This is an optimization exercise on Yosys and OpenROAD, whose aim is small area, not a production implementation.
The RTL was checked by simulation tests, not by an equivalence proof against the original design.
Power is estimated from default activity; no workload was simulated.

==> raven: inputs <==
// wr2_mfd
module wr2_mfd #(
    parameter [63:0] P_SHORT_DELAY_US   = 64'd250,
    parameter [63:0] P_LONG_DELAY_US    = 64'd500,
    parameter [7:0]  P_HEADER_THRESHOLD = 8'd8,
    parameter [7:0]  P_SHORT_SIG        = 8'h45,
    parameter [7:0]  P_LONG_SIG         = 8'hA1,
    parameter [7:0]  P_CHK_MASK_SEED    = 8'h64,
    parameter [7:0]  P_CHK_ACC_SEED     = 8'h5E,
    parameter [7:0]  P_CHK_TAP          = 8'h18,
    parameter [7:0]  P_HUM_MAX          = 8'd100,
    parameter [7:0]  P_CRC_SEED         = 8'hC0,
    parameter [7:0]  P_CRC_POLY_REFL    = 8'h8C
) (
    input  wire        clk,
    input  wire        rst,
    input  wire        rx,
    input  wire [63:0] now_us,
    input  wire        bus_req,
    input  wire        bus_we,
    input  wire [5:0]  bus_addr,
    input  wire [2:0]  bus_size,
    input  wire [31:0] bus_wdata,
    output reg  [31:0] bus_rdata,
    output wire        bus_err,
    output wire        done
);
    localparam [2:0] ST_IDLE = 3'd0, ST_SEARCH = 3'd1, ST_RECV = 3'd2,
                     ST_DECODE = 3'd3, ST_DONE = 3'd4;
    localparam [1:0] PH_LEVEL = 2'd0, PH_SHORT = 2'd1, PH_LONG = 2'd2;
  ...
export LEC_CHECK = 0
export CAP_MARGIN = 5
export CORE_MARGIN = 2
export CORE_UTILIZATION = 60
export CTS_BUF_LIST = sky130_fd_sc_hd__clkbuf_4
export CTS_CLUSTER_DIAMETER = 50
export CTS_CLUSTER_SIZE = 8
export PLACE_DENSITY = 0.75
export SLEW_MARGIN = 5
create_clock -name core_clock -period 20.0 [get_ports {clk}]
standard.sh (not shown) runs the stock make flow with config.mk's settings and CLKGATE_MAP_FILE= SYNTH_SCRIPT=/design/flow/synth_recipe.tcl, a recipe that flattens the netlist after the stock synthesis.
==> flow/flow/run.sh <==
#!/bin/bash
set -uo pipefail
export BUFFER_PORTS_ARGS="-buffer_cell sky130_fd_sc_hd__buf_1"
export CTS_ARGS="-sink_clustering_enable -repair_clock_nets -buf_list sky130_fd_sc_hd__clkbuf_4 -sink_clustering_size 8 -sink_clustering_max_diameter 50 -dont_use_dummy_load"
bash standard.sh finish > standard_flow.log 2>&1
==> cedar (differences from raven) <==
--- a/flow/design.v
+++ b/flow/design.v
@@ -36,21 +36,19 @@
     reg        cfg_valid, acc_short, acc_long, pol;
     reg [31:0] dl_ms;
     reg [2:0]  state;
     reg [2:0]  res_kind;
     reg [1:0]  misuse_cause;
     reg        cmd_rej;
-    reg [63:0] t_call;          
-    reg        dl_past;         
+    reg [63:0] t_call;
     reg [31:0] cnt_h, cnt_s, cnt_l;
     reg [31:0] snap_h, snap_s, snap_l;
     reg        dl_set, sdl_set, snap_set;
     reg         exp_bit;
     reg [1:0]   ph;
-    reg [41:0]  t_ref;       
-    reg         ref_c;       
+    reg [63:0]  t_ref;
     reg         saw0;
     reg [6:0]   nbit;        
     reg [111:0] sr;          
     reg         target_long;
     reg [7:0]   chk;         
     reg [7:0]   mask;        
@@ -188,35 +186,29 @@
                 sub42[k] = a[k] ^ nb[k] ^ c;
                 c = (a[k] & nb[k]) | (c & (a[k] ^ nb[k]));
             end
         end
     endfunction
     wire [41:0] dl_us = sub42(d_ab[41:0], d_c);
-    wire [21:0] ch_a = now_us[63:42], ch_b = ~t_call[63:42];
-    wire [21:0] ch_s = ch_a ^ ch_b;
-    wire        ch_eq0 = &ch_s;                                  
-    wire        ch_zh  = ~|(ch_s[21:2] ^ (ch_a[20:1] | ch_b[20:1]));
-    wire        ch_eq1 = ch_zh & ~ch_s[0] & ~(ch_s[1] ^ (ch_a[0] | ch_b[0]));   
-    wire        ch_eq2 = ch_zh &  ch_s[0] & ~(ch_s[1] ^ (ch_a[0] & ch_b[0]));   
-    wire [32:0] rm_a = now_us[41:9], rm_b = ~t_ref[41:9];
-    wire [32:0] rm_s = rm_a ^ rm_b;
-    wire        rm_eq0 = &rm_s;
-    wire        rm_eq1 = ~|(rm_s ^ {rm_a[31:0] | rm_b[31:0], 1'b0});
-    wire        rm_wrap = ~|rm_a;
-    wire        top_d0 = ref_c ? ch_eq1 : ch_eq0;
-    wire        top_d1 = ref_c ? ch_eq2 : ch_eq1;
-    wire        rh_eq0 = rm_eq0 & top_d0;                       
-    wire        rh_eq1 = rm_eq1 & (rm_wrap ? top_d1 : top_d0);  
-    wire [9:0]  rl_d = {rh_eq1, now_us[8:0]} - {1'b0, t_ref[8:0]};
+    wire [54:0] rh_x = now_us[63:9] ^ t_ref[63:9];
+    wire rh_eq0 = ~|rh_x;
+    wire [54:0] rh_a = now_us[63:9], rh_b = ~t_ref[63:9];
+    wire [54:0] rh_cin = {rh_a[53:0] | rh_b[53:0], 1'b0};
+    wire rh_eq1 = ~|(rh_a ^ rh_b ^ rh_cin);
+    wire [9:0] rl_d = {rh_eq1, now_us[8:0]} - {1'b0, t_ref[8:0]};
     wire since_ref_250 = !(rh_eq0 || rh_eq1) || (rl_d >= 10'd250);
     wire since_ref_500 = !(rh_eq0 || rh_eq1) || (rl_d >= 10'd500);
+    wire [21:0] ch_x = now_us[63:42] ^ t_call[63:42];
+    wire ch_eq0 = ~|ch_x;
+    wire [21:0] ch_a = now_us[63:42], ch_b = ~t_call[63:42];
+    wire [21:0] ch_cin = {ch_a[20:0] | ch_b[20:0], 1'b0};
+    wire ch_eq1 = ~|(ch_a ^ ch_b ^ ch_cin);
     wire [42:0] dl_s  = add42(t_call[41:0], dl_us);
     wire        dl_ge = ge42(now_us[41:0], dl_s[41:0]);
-    wire dl_expired = !sdl_set || dl_past ||
-                      (ch_eq0 ? (!dl_s[42] && dl_ge) : ch_eq1 ? (!dl_s[42] || dl_ge) : 1'b1);
-    wire ref_far = !ch_eq0 && !ch_eq1;
+    wire dl_expired = !sdl_set ? 1'b1 : ch_eq0 ? (!dl_s[42] && dl_ge) :
+                      ch_eq1 ? (!dl_s[42] || dl_ge) : 1'b1;
     wire exp_next = (rx == exp_bit) ? ~exp_bit : exp_bit;
     wire bit_val  = exp_next ^ pol;
     wire [7:0] byte_new = {sr[6:0], bit_val};
     wire do_reset = rst || (cmd_wr && cmd_accept && op == OP_REINIT);
     wire short_ok = acc_short && raw1 == P_SHORT_SIG && chk == raw6 && raw5 <= P_HUM_MAX;
     wire long_ok  = (chk == sr[7:0]);
@@ -332,45 +324,33 @@
                 end
                 default: ;
             endcase
         end
     end
     always @(posedge clk) begin
-        if (cmd_wr && cmd_accept && op == OP_DECODE) begin
-            t_call  <= now_us;
-            dl_past <= 1'b0;
-        end
+        if (cmd_wr && cmd_accept && op == OP_DECODE)
+            t_call <= now_us;
         if (state == ST_SEARCH) begin
             exp_bit     <= ~pol;
             ph          <= PH_LEVEL;
             saw0        <= 1'b0;
             nbit        <= 7'd0;
             target_long <= 1'b0;
             chk         <= P_CHK_ACC_SEED;
             mask        <= MASK_PRE;
         end else if (state == ST_RECV) begin
             case (ph)
                 PH_LEVEL: begin
                     if (rx == exp_bit) begin
-                        t_ref <= now_us[41:0];
-                        ref_c <= ch_eq1;
-                        if (ref_far) begin
-                            dl_past       <= 1'b1;
-                            t_call[63:42] <= now_us[63:42];
-                        end
+                        t_ref <= now_us;
                         ph    <= PH_SHORT;
                     end
                 end
                 PH_SHORT: begin
                     if (since_ref_250) begin
-                        t_ref <= now_us[41:0];
-                        ref_c <= ch_eq1;
-                        if (ref_far) begin
-                            dl_past       <= 1'b1;
-                            t_call[63:42] <= now_us[63:42];
-                        end
+                        t_ref <= now_us;
                         ph    <= PH_LONG;
                     end
                 end
                 PH_LONG: begin
                     if (since_ref_500) begin
                         exp_bit <= exp_next;
==> flow/run.sh (new file) <==
#!/bin/bash
# synth_recipe.tcl (not shown) runs the flow's synth.tcl, then flattens the netlist and writes it again
# the make line also repeats each setting of config.mk as NAME=value (left out here)
make -C /OpenROAD-flow-scripts/flow DESIGN_CONFIG=/design/flow/config.mk WORK_HOME=/design/flow/orfs CLKGATE_MAP_FILE= SYNTH_SCRIPT=/design/flow/synth_recipe.tcl finish
CAP_MARGIN = 20   (was 5)
CORE_UTILIZATION = 40   (was 60)
CTS_BUF_LIST = sky130_fd_sc_hd__clkbuf_2   (was sky130_fd_sc_hd__clkbuf_4)
CTS_CLUSTER_DIAMETER = unset   (was 50)
CTS_CLUSTER_SIZE = unset   (was 8)
PLACE_DENSITY = 0.6   (was 0.75)
SLEW_MARGIN = 20   (was 5)
removed: flow/flow/run.sh
removed: flow/standard.sh
==> quartz (differences from raven) <==
--- a/flow/design.v
+++ b/flow/design.v
@@ -104,13 +104,14 @@
     wire [7:0] raw6 = sr[7:0];
     wire        is_short = (res_kind == RK_THERMO);
     wire        is_long  = (res_kind == RK_WEATHER);
     wire [11:0] temp_raw = {raw3[3:0], raw4};
     wire [15:0] temp_f10 = {4'd0, temp_raw} - 16'd400;
     wire [3:0]  channel  = {1'b0, raw3[6:4]} + 4'd1;
-    wire [31:0] res_seq    = (is_short || is_long) ? add32(cnt_s, cnt_l) : 32'd0;
+    wire [42:0] sh_sum;
+    wire [31:0] res_seq    = (is_short || is_long) ? sh_sum[31:0] : 32'd0;
     wire [31:0] res_short0 = is_short ? {4'd0, temp_raw, raw2, raw3[7], 3'd0, channel} : 32'd0;
     wire [31:0] res_short1 = is_short ? {raw6, raw5, temp_f10} : 32'd0;
     wire [31:0] res_long0  = is_long ? {sr[87:80], sr[95:88], sr[103:96], sr[111:104]} : 32'd0;
     wire [31:0] res_long1  = is_long ? {sr[55:48], sr[63:56], sr[71:64], sr[79:72]} : 32'd0;
     wire [31:0] res_long2  = is_long ? {sr[23:16], sr[31:24], sr[39:32], sr[47:40]} : 32'd0;
     wire [31:0] res_long3  = is_long ? {16'd0, sr[7:0], sr[15:8]} : 32'd0;
@@ -206,13 +207,16 @@
     wire        top_d1 = ref_c ? ch_eq2 : ch_eq1;
     wire        rh_eq0 = rm_eq0 & top_d0;                       
     wire        rh_eq1 = rm_eq1 & (rm_wrap ? top_d1 : top_d0);  
     wire [9:0]  rl_d = {rh_eq1, now_us[8:0]} - {1'b0, t_ref[8:0]};
     wire since_ref_250 = !(rh_eq0 || rh_eq1) || (rl_d >= 10'd250);
     wire since_ref_500 = !(rh_eq0 || rh_eq1) || (rl_d >= 10'd500);
-    wire [42:0] dl_s  = add42(t_call[41:0], dl_us);
+    wire        sh_dl = (state == ST_SEARCH);
+    assign sh_sum = add42(sh_dl ? t_call[41:0] : {10'd0, cnt_s},
+                          sh_dl ? dl_us : {10'd0, cnt_l});
+    wire [42:0] dl_s  = sh_sum;
     wire        dl_ge = ge42(now_us[41:0], dl_s[41:0]);
     wire dl_expired = !sdl_set || dl_past ||
                       (ch_eq0 ? (!dl_s[42] && dl_ge) : ch_eq1 ? (!dl_s[42] || dl_ge) : 1'b1);
     wire ref_far = !ch_eq0 && !ch_eq1;
     wire exp_next = (rx == exp_bit) ? ~exp_bit : exp_bit;
     wire bit_val  = exp_next ^ pol;
==> flow/flow/run.sh (replaced) <==
#!/bin/bash
set -uo pipefail
here=$(pwd)
mkdir -p "$here/scripts_abc"
for f in "$FLOW_HOME"/scripts/*; do ln -sf "$f" "$here/scripts_abc/"; done
rm -f "$here/scripts_abc/abc_speed.script"
cp "$here/flow/abc_map.script" "$here/scripts_abc/abc_speed.script"
export BUFFER_PORTS_ARGS="-buffer_cell sky130_fd_sc_hd__buf_1"
export CTS_ARGS="-sink_clustering_enable -repair_clock_nets -buf_list sky130_fd_sc_hd__clkbuf_4 -sink_clustering_size 7 -sink_clustering_max_diameter 45 -dont_use_dummy_load"
bash standard.sh SCRIPTS_DIR="$here/scripts_abc" finish > standard_flow.log 2>&1
==> flow/flow/abc_map.script (new file) <==
&get -n
&st
&syn2
&dch
&nf
&st
&syn2
&dch
&nf
&st
&syn2
&dch
&nf
&st
&syn2
&dch
&nf
&st
&syn2
&dch
&nf
&st
&dch
&nf
&put
CAP_MARGIN = 20   (was 5)
CTS_CLUSTER_DIAMETER = 45   (was 50)
CTS_CLUSTER_SIZE = 7   (was 8)
SLEW_MARGIN = 20   (was 5)
==> notes.md <==
item                                                              cedar        raven         quartz
Run status                                     timing/DRC/antenna clean  timing/DRC/antenna clean  timing/DRC/antenna clean
Std-Cell Rows                                                        96           77             75
Number of well-tap cells placed                                     882          592            539
Arrival time of the worst setup path                           14880 ps     18810 ps       15540 ps
Sequential element share of the synthesized area                  53.6%        51.7%          54.4%
Sequential power                                                1.20 mW      1.15 mW        1.21 mW
Non-clock inverter instance count of the final layout               260          251            159
FILL cells                                                         6254         3451           3187
Part of the power in combinational logic                           5.3%         6.3%          23.1%
CP endpoint                                               bus_rdata[30]  res_kind[1]  bus_rdata[31]
Diode insertion count for antenna repair                              3            7              4
Number of cells after detailed placement                           3104         2805           2792
Final routed wirelength across all metal layers                77700 um     66100 um       75300 um
Routed len/inst                                                 23.0 um      22.9 um        26.1 um
Multi-input gates                                                  1256         1275           1385
Power drawn by the combinational cells                         0.113 mW     0.113 mW       0.532 mW
Share of the final layout cell area in multi-input gates          36.9%        41.1%          40.2%

* * *

==> job 2957 <==
Starting RTL as in the previous note.
// wr2_mfd
module wr2_mfd #(
    parameter [63:0] P_SHORT_DELAY_US   = 64'd250,
    parameter [63:0] P_LONG_DELAY_US    = 64'd500,
    parameter [7:0]  P_HEADER_THRESHOLD = 8'd8,
    parameter [7:0]  P_SHORT_SIG        = 8'h45,
    parameter [7:0]  P_LONG_SIG         = 8'hA1,
    parameter [7:0]  P_CHK_MASK_SEED    = 8'h64,
    parameter [7:0]  P_CHK_ACC_SEED     = 8'h5E,
    parameter [7:0]  P_CHK_TAP          = 8'h18,
    parameter [7:0]  P_HUM_MAX          = 8'd100,
    parameter [7:0]  P_CRC_SEED         = 8'hC0,
    parameter [7:0]  P_CRC_POLY_REFL    = 8'h8C
) (
    input  wire        clk,
    input  wire        rst,
    input  wire        rx,
    input  wire [63:0] now_us,
    input  wire        bus_req,
    input  wire        bus_we,
    input  wire [5:0]  bus_addr,
    input  wire [2:0]  bus_size,
    input  wire [31:0] bus_wdata,
    output reg  [31:0] bus_rdata,
    output wire        bus_err,
    output wire        done
);
==> flow/config.mk <==
export PLATFORM = sky130hd
export DESIGN_NAME = wr2_mfd
export DESIGN_NICKNAME = wr2_mfd
export VERILOG_FILES = /design/flow/design.v
export SDC_FILE = /design/flow/constraint.sdc
export NUM_CORES = 4
export LEC_CHECK = 0
export CAP_MARGIN = 20
export CORE_MARGIN = 2
export CORE_UTILIZATION = 60
export CTS_BUF_LIST = sky130_fd_sc_hd__clkbuf_4
export CTS_CLUSTER_DIAMETER = 50
export CTS_CLUSTER_SIZE = 8
export PLACE_DENSITY = 0.75
export SLEW_MARGIN = 20
==> flow/constraint.sdc <==
create_clock -name core_clock -period 20.0 [get_ports {clk}]
set_input_delay 4.0000 -clock core_clock [delete_from_list [all_inputs] [get_ports {clk}]]
set_output_delay 4.0000 -clock core_clock [all_outputs]
set_load 0.01 [all_outputs]
==> flow/flow/run.sh <==
#!/bin/bash
set -uo pipefail
here=$(pwd)
mkdir -p "$here/scripts_abc"
for f in "$FLOW_HOME"/scripts/*; do ln -sf "$f" "$here/scripts_abc/"; done
rm -f "$here/scripts_abc/abc_speed.script"
cp "$here/flow/abc_map.script" "$here/scripts_abc/abc_speed.script"
export BUFFER_PORTS_ARGS="-buffer_cell sky130_fd_sc_hd__buf_1"
export CTS_ARGS="-sink_clustering_enable -repair_clock_nets -buf_list sky130_fd_sc_hd__clkbuf_4 -sink_clustering_size 8 -sink_clustering_max_diameter 50 -dont_use_dummy_load"
bash standard.sh SCRIPTS_DIR="$here/scripts_abc" finish > standard_flow.log 2>&1
==> flow/flow/abc_map.script <==
&get -n
&st
&syn2
&dch
&nf
&st
&syn2
&dch
&nf
&st
&syn2
&dch
&nf
&st
&dch
&nf
&put
==> job 1040 (differences from job 2957) <==
--- a/flow/design.v
+++ b/flow/design.v
@@ -37,19 +37,17 @@
     reg [31:0] dl_ms;
     reg [2:0]  state;
     reg [2:0]  res_kind;
     reg [1:0]  misuse_cause;
     reg        cmd_rej;
-    reg [63:0] t_call;          
-    reg        dl_past;         
+    reg [63:0] t_call;
     reg [31:0] cnt_h, cnt_s, cnt_l;
     reg [31:0] snap_h, snap_s, snap_l;
     reg        dl_set, sdl_set, snap_set;
     reg         exp_bit;
     reg [1:0]   ph;
-    reg [41:0]  t_ref;       
-    reg         ref_c;       
+    reg [63:0]  t_ref;
     reg         saw0;
     reg [6:0]   nbit;        
     reg [111:0] sr;          
     reg         target_long;
     reg [7:0]   chk;         
@@ -189,33 +187,27 @@
                 c = (a[k] & nb[k]) | (c & (a[k] ^ nb[k]));
             end
         end
     endfunction
     wire [41:0] dl_us = sub42(d_ab[41:0], d_c);
-    wire [21:0] ch_a = now_us[63:42], ch_b = ~t_call[63:42];
-    wire [21:0] ch_s = ch_a ^ ch_b;
-    wire        ch_eq0 = &ch_s;                                  
-    wire        ch_zh  = ~|(ch_s[21:2] ^ (ch_a[20:1] | ch_b[20:1]));
-    wire        ch_eq1 = ch_zh & ~ch_s[0] & ~(ch_s[1] ^ (ch_a[0] | ch_b[0]));   
-    wire        ch_eq2 = ch_zh &  ch_s[0] & ~(ch_s[1] ^ (ch_a[0] & ch_b[0]));   
-    wire [32:0] rm_a = now_us[41:9], rm_b = ~t_ref[41:9];
-    wire [32:0] rm_s = rm_a ^ rm_b;
-    wire        rm_eq0 = &rm_s;
-    wire        rm_eq1 = ~|(rm_s ^ {rm_a[31:0] | rm_b[31:0], 1'b0});
-    wire        rm_wrap = ~|rm_a;
-    wire        top_d0 = ref_c ? ch_eq1 : ch_eq0;
-    wire        top_d1 = ref_c ? ch_eq2 : ch_eq1;
-    wire        rh_eq0 = rm_eq0 & top_d0;                       
-    wire        rh_eq1 = rm_eq1 & (rm_wrap ? top_d1 : top_d0);  
-    wire [9:0]  rl_d = {rh_eq1, now_us[8:0]} - {1'b0, t_ref[8:0]};
+    wire [54:0] rh_x = now_us[63:9] ^ t_ref[63:9];
+    wire rh_eq0 = ~|rh_x;
+    wire [54:0] rh_a = now_us[63:9], rh_b = ~t_ref[63:9];
+    wire [54:0] rh_cin = {rh_a[53:0] | rh_b[53:0], 1'b0};
+    wire rh_eq1 = ~|(rh_a ^ rh_b ^ rh_cin);
+    wire [9:0] rl_d = {rh_eq1, now_us[8:0]} - {1'b0, t_ref[8:0]};
     wire since_ref_250 = !(rh_eq0 || rh_eq1) || (rl_d >= 10'd250);
     wire since_ref_500 = !(rh_eq0 || rh_eq1) || (rl_d >= 10'd500);
+    wire [21:0] ch_x = now_us[63:42] ^ t_call[63:42];
+    wire ch_eq0 = ~|ch_x;
+    wire [21:0] ch_a = now_us[63:42], ch_b = ~t_call[63:42];
+    wire [21:0] ch_cin = {ch_a[20:0] | ch_b[20:0], 1'b0};
+    wire ch_eq1 = ~|(ch_a ^ ch_b ^ ch_cin);
     wire [42:0] dl_s  = add42(t_call[41:0], dl_us);
     wire        dl_ge = ge42(now_us[41:0], dl_s[41:0]);
-    wire dl_expired = !sdl_set || dl_past ||
-                      (ch_eq0 ? (!dl_s[42] && dl_ge) : ch_eq1 ? (!dl_s[42] || dl_ge) : 1'b1);
-    wire ref_far = !ch_eq0 && !ch_eq1;
+    wire dl_expired = !sdl_set ? 1'b1 : ch_eq0 ? (!dl_s[42] && dl_ge) :
+                      ch_eq1 ? (!dl_s[42] || dl_ge) : 1'b1;
     wire exp_next = (rx == exp_bit) ? ~exp_bit : exp_bit;
     wire bit_val  = exp_next ^ pol;
     wire [7:0] byte_new = {sr[6:0], bit_val};
     wire do_reset = rst || (cmd_wr && cmd_accept && op == OP_REINIT);
     wire short_ok = acc_short && raw1 == P_SHORT_SIG && chk == raw6 && raw5 <= P_HUM_MAX;
@@ -333,14 +325,12 @@
                 default: ;
             endcase
         end
     end
     always @(posedge clk) begin
-        if (cmd_wr && cmd_accept && op == OP_DECODE) begin
-            t_call  <= now_us;
-            dl_past <= 1'b0;
-        end
+        if (cmd_wr && cmd_accept && op == OP_DECODE)
+            t_call <= now_us;
         if (state == ST_SEARCH) begin
             exp_bit     <= ~pol;
             ph          <= PH_LEVEL;
             saw0        <= 1'b0;
             nbit        <= 7'd0;
@@ -349,27 +339,17 @@
             mask        <= MASK_PRE;
         end else if (state == ST_RECV) begin
             case (ph)
                 PH_LEVEL: begin
                     if (rx == exp_bit) begin
-                        t_ref <= now_us[41:0];
-                        ref_c <= ch_eq1;
-                        if (ref_far) begin
-                            dl_past       <= 1'b1;
-                            t_call[63:42] <= now_us[63:42];
-                        end
+                        t_ref <= now_us;
                         ph    <= PH_SHORT;
                     end
                 end
                 PH_SHORT: begin
                     if (since_ref_250) begin
-                        t_ref <= now_us[41:0];
-                        ref_c <= ch_eq1;
-                        if (ref_far) begin
-                            dl_past       <= 1'b1;
-                            t_call[63:42] <= now_us[63:42];
-                        end
+                        t_ref <= now_us;
                         ph    <= PH_LONG;
                     end
                 end
                 PH_LONG: begin
                     if (since_ref_500) begin
==> flow/run.sh (new file) <==
#!/bin/bash
# synth_recipe.tcl (not shown) runs the flow's synth.tcl, then flattens the netlist and writes it again
# the make line also repeats each setting of config.mk as NAME=value (left out here)
make -C /OpenROAD-flow-scripts/flow DESIGN_CONFIG=/design/flow/config.mk WORK_HOME=/design/flow/orfs CLKGATE_MAP_FILE= SYNTH_SCRIPT=/design/flow/synth_recipe.tcl finish
Settings changed: CORE_UTILIZATION 60 to 40, CTS_BUF_LIST sky130_fd_sc_hd__clkbuf_4 to sky130_fd_sc_hd__clkbuf_8, CTS_CLUSTER_DIAMETER 50 to unset, CTS_CLUSTER_SIZE 8 to unset, PLACE_DENSITY 0.75 to 0.6.
removed: flow/flow/run.sh
removed: flow/flow/abc_map.script
removed: flow/standard.sh
==> job 8870 (differences from job 2957) <==
==> flow/flow/run.sh (replaced) <==
#!/bin/bash
set -uo pipefail
export BUFFER_PORTS_ARGS="-buffer_cell sky130_fd_sc_hd__buf_1"
export CTS_ARGS="-sink_clustering_enable -repair_clock_nets -buf_list sky130_fd_sc_hd__clkbuf_4 -sink_clustering_size 8 -sink_clustering_max_diameter 50 -dont_use_dummy_load"
bash standard.sh finish > standard_flow.log 2>&1
removed: flow/flow/abc_map.script
==> job 2353 (differences from job 2957) <==
==> flow/flow/abc_map.script (replaced) <==
&get -n
&st
&syn2
&dch
&nf
&st
&syn2
&dch
&nf
&st
&syn2
&dch
&nf
&st
&syn2
&dch
&nf
&st
&syn2
&dch
&nf
&st
&dch
&nf
&put
==> notes.md <==
                                                            job 8870    job 2353    job 1040    job 2957
Grt met2 use                                                   47.7%       50.5%       33.8%       49.8%
Routed wire length                                         66,200 µm   69,700 µm   77,300 µm   70,400 µm
Minimum clock period after layout                          18,050 ps   18,260 ps   18,600 ps   18,190 ps
R2R Setup Slk                                                1950 ps     1740 ps     1400 ps     1810 ps
Power Internal                                               1370 µW     1350 µW     1800 µW     1350 µW
Initial antenna violation count                                    6           5           4           5
Net count of the finished layout                               2,742       2,780       2,792       2,802
Met3 Wirelength                                              5690 µm     6480 µm     7380 µm     6740 µm
Floorplan die area                                        46,800 µm²  45,400 µm²  71,300 µm²  45,700 µm²
Vias in the first global route                                18,078      18,133      18,528      18,197
Utilization after layout                                       65.1%       65.8%       47.0%       66.0%
Ratio of routed vias to standard cells                          6.15        6.26        5.54        6.24
Starting Density                                               61.0%       60.8%       40.4%       61.0%
Adder and majority cell fraction of the synthesized area       19.2%       19.8%       19.7%       19.7%
Met3 Track Usage GR                                            6.25%       7.15%       5.89%       5.92%
Layout-stage area growth over the synthesis result             6.72%       8.15%       16.3%       8.20%
Tapcells                                                         592         585         882         585
Startpoint of the worst register-to-register path           dl_ms[2]    dl_ms[2]    dl_ms[2]    dl_ms[0]
Non-clock inverters                                              251         260         260         255
Result of the run                           timing/DRC/antenna clean  timing/DRC/antenna clean  timing/DRC/antenna clean  timing/DRC/antenna clean
Sink Count                                                       520         520         540         520
# clk buffers                                                     76          79         110          79
Share of power burned in the clock network                     29.3%       30.4%       44.3%       30.4%
Fraction of area in clock buffers and inverters                1.98%       2.09%       6.04%       2.08%
Required time worst endpoint                               20,770 ps   20,660 ps   20,610 ps   20,720 ps
Fill cell count                                                3,450       3,348       6,100       3,281
Switching portion of total power                               23.5%       23.0%       23.8%       23.1%

-- separate check: timing with driven ports --
No port has a modelled driver above. Below, the same layouts with a new extraction and two added sets of constraints. Step 1 (the two cells are an assumption about what drives the block):
set clk [get_ports {clk}]
set_driving_cell -lib_cell sky130_fd_sc_hd__clkbuf_16 $clk
set_driving_cell -lib_cell sky130_fd_sc_hd__buf_2 [delete_from_list [all_inputs] $clk]
Step 2 moves the port delays by t, midway between the first and last clock arrival at a register: inputs arrive t later, outputs are due t later. That takes back most of the time a late clock gives input paths. Slacks: ideal / step 1 / step 2; pairs: ideal / step 1.
run	t, ns	setup WS [ns]	latest minus earliest clock arrival (ns)	slew at the worst register clock pin (ns)	worst data-port slew with drivers (ns)
raven	0.873	1.958 / 1.958 / 1.958	0.091 / 0.091	0.10 / 0.10	0.11
cedar	1.388	1.115 / 1.057 / 1.368	0.127 / 0.127	0.12 / 0.12	0.13
quartz	0.859	0.462 / 0.408 / 1.267	0.136 / 0.136	0.10 / 0.10	0.06
job 2957	0.852	1.810 / 1.810 / 1.810	0.096 / 0.095	0.10 / 0.10	0.11
job 1040	0.772	1.399 / 1.399 / 1.399	0.065 / 0.065	0.07 / 0.07	0.13
job 8870	0.871	1.952 / 1.952 / 1.952	0.092 / 0.092	0.11 / 0.11	0.12
job 2353	0.850	1.745 / 1.745 / 1.745	0.116 / 0.116	0.12 / 0.12	0.09
After both steps every run listed still meets setup and hold.
